Background: an optimization exercise with open tools, aiming at small area, a short achievable clock period and few clock cycles. Do not read the settings as production practice. Function was checked by simulation only, so behaviour that the tests miss may differ from the original. Power is estimated from default activity; no workload was simulated.

Design bitio_core, start of the top module:
module bitio_core (
    input  wire        clk,
    input  wire        rst,
    input  wire        cmd_valid,
    output wire        cmd_ready,
    input  wire [15:0] cmd,
    input  wire [63:0] opnd,
    output wire        rsp_valid,
    input  wire        rsp_ready,
    output reg  [3:0]  rsp_status,
    output reg  [7:0]  rsp_count,
    output reg  [63:0] rsp_result,
    output wire        src_req,
    input  wire        src_ack,
    input  wire        src_exh,
    input  wire [7:0]  src_data,
    output wire        snk_req,
    output wire [7:0]  snk_data,
    input  wire        snk_ack,
    input  wire        snk_fail
);
    localparam [3:0] ST_OK = 4'd0, ST_EOD = 4'd1, ST_CAP = 4'd2, ST_PRECOND = 4'd3,
                     ST_ILLEGAL = 4'd4, ST_POSOVF = 4'd5, ST_FAULTED = 4'd6;
    reg        idle_q, dec_q, rot_q, pos_q, src_req_q, snk_req_q, fix_q, rsp_valid_q;
    reg        posw_q;             
    reg        upd_r, upd_w;       
    reg        wfin_q;             
    reg [63:0] rpos, wpos;
    reg [7:0]  rpend;              
    reg [7:0]  wpend;              
    reg        fault;
    reg [3:0]  fcause;
    reg        drd_q, dwr_q, dra_q, drot_q;   
    reg [6:0]  nb_q;               
    reg        fld_q;              
    reg        unp_q;              
    reg        wfl_q;              
    reg        aln_q;              
    reg        ill_q, nbad_q, ro_q;    
    reg [3:0]  pc;                 
    reg [3:0]  k_q;                
    reg [3:0]  wk_q;               
    reg [3:0]  kl_q;               
    reg [2:0]  rcn_q;              
    reg [5:0]  rot_q_amt;          
    reg        drrst_q, dwrst_q;   
    reg [3:0]  fixn;               
    reg [7:0]  snk_data_q;
    reg        short_q;            
    reg [7:0]  wl_q;               
    assign cmd_ready = idle_q;
    assign rsp_valid = rsp_valid_q;
    assign src_req   = src_req_q;
  ...
Settings: LEC_CHECK=0, ABC_AREA=1, CAP_MARGIN=20, CELL_PAD_IN_SITES_DETAIL_PLACEMENT=1, CORE_MARGIN=2, CORE_UTILIZATION=25, PLACE_DENSITY=0.4, SLEW_MARGIN=20, TNS_END_PERCENT=0; clock period 10.0 ns.
standard.sh (not shown) runs the stock make flow with config.mk's settings and CLKGATE_MAP_FILE= SYNTH_SCRIPT=/design/flow/synth_recipe.tcl, a recipe that flattens the netlist after the stock synthesis.
==> flow/flow/run.sh <==
#!/bin/bash
set -euo pipefail
bash standard.sh SETUP_SLACK_MARGIN=6.8 MATCH_CELL_FOOTPRINT=0 \
  'BUFFER_PORTS_ARGS=-buffer_cell sky130_fd_sc_hd__buf_2' finish > run_standard.log 2>&1
The first run produced a clean layout.
Testbench counts at the start, summed over its fixed seeds: cycles 15,742.
Next try:
--- a/flow/design.v
+++ b/flow/design.v
@@ -208,31 +208,27 @@
     wire d_posovf = (d_rd && rtop && d_rlo[7]) ||
                     (d_wr && wtop && d_wlo[7]) ||
                     (d_ralign && rtop3 && !rc0) ||
                     (d_walign && wtop3 && !wc0);
     wire d_faulted = fault && !ro_q;
     wire d_bad     = d_faulted || ill_q || nbad_q || d_posovf;
     wire rst_ok    = !fault && !ill_q;
     wire [3:0] d_st = d_faulted ? ST_FAULTED : ill_q ? ST_ILLEGAL :
                       nbad_q ? ST_PRECOND : ST_POSOVF;
     wire d_rpull  = ({1'b0, nb_q} > {4'd0, ravail});
     wire dec_keep = !d_bad && (d_rd || (d_wr && x_wpush) || drot_q);
-    wire ld_opnd = !cmd_valid || (!op[5] && !op[4]) || (!op[5] && op[4] && op[3]) ||
-                   (op[5] && !op[4] && (op[3] || (!op[2] && op[1] && op[0]) ||
-                                        (op[2] && !op[1] && !op[0])));
-    wire ld_rd   = cmd_valid && !op[5] && op[4] && !op[3] && !(op[2] && op[0]);    
-    wire ld_fld  = op[2] || (op[1] && !op[0]);                     
-    wire ld_st   = cmd_valid && op[5] && op[4];                    
+    wire ld_opnd = !cmd_valid || o_pack || o_unpack || o_wbits || o_wfield || o_rrst || o_wrst;
+    wire ld_rd   = cmd_valid && op[7:4] == 4'h1 && op[3:0] <= 4'h4;
     wire [63:0] ld_val = ({64{ld_opnd}} & opnd) |
-                         {59'd0, {5{ld_st}} & {fault, fcause}} |
-                         {{8{ld_rd && !ld_fld}} & i_rlane, 48'd0, {8{ld_rd && ld_fld}} & i_rfld};
+                         {59'd0, {5{cmd_valid && o_sstat}} & {fault, fcause}} |
+                         {{8{ld_rd && !i_fld}} & i_rlane, 48'd0, {8{ld_rd && i_fld}} & i_rfld};
     wire shift   = pull || push_more || (fix_q && fixn != 4'd0);
     wire s_rot  = rot_q && !(wfl_q && !x_wpush);
     wire s_fsh  = fix_q && fixn != 4'd0;
     wire s_hold = (dec_q && dec_keep) || (fix_q && fixn == 4'd0) ||
                   !(idle_q || dec_q || rot_q || pos_q || fix_q || src_req_q || snk_req_q);
     wire w_end  = snk_fail || w_last;
     reg [63:0] r_d;
     reg        pw, pl, pp;
     reg [7:0]  r_up, rp, wp;
     integer t;
     always @(*) begin
=>
- worst hold slack gains 0.011 ns
- critical path depth grows by 1
- via count grows slightly
- clock power grows by a few percent
- area after synthesis shrinks slightly
- core utilization grows by 0.13 points
- total power shrinks by a few percent
- non-clock buffer count grows by 3
- count of clock-buffer cells in the layout shrinks by 4
- sequential share of layout area hardly moves
Testbench counts after the change, summed over its fixed seeds: cycles 15,742.

what the ideal ports hide:
In the flow no input, the clock included, has a driving cell. The finished layouts below were timed again as built, in two steps.
Step 1 assumes that a clkbuf_16 drives the clock port and a buf_2 every other input.
Step 2 times the ports against the registers' clock, not the clock port: input delays grow and output delays shrink by t, the midpoint of the rising clock arrivals with the driver on.
a / b / c = no drivers / after step 1 / after step 2; a / b = the first two.
run | t (ns) | slack for setup (ns) | worst data-port slew with drivers (ns) | pins driven straight from the clock port
the first run | 0.676 | 6.333 / 6.384 / 5.708 | 0.06 | 1
the second run | 0.687 | 6.491 / 6.499 / 5.852 | 0.06 | 1
After both steps setup and hold are still met in every run listed. The setup slack of the second run, which loses most, moves by +0.008 ns with the drivers and by -0.639 ns with both steps.
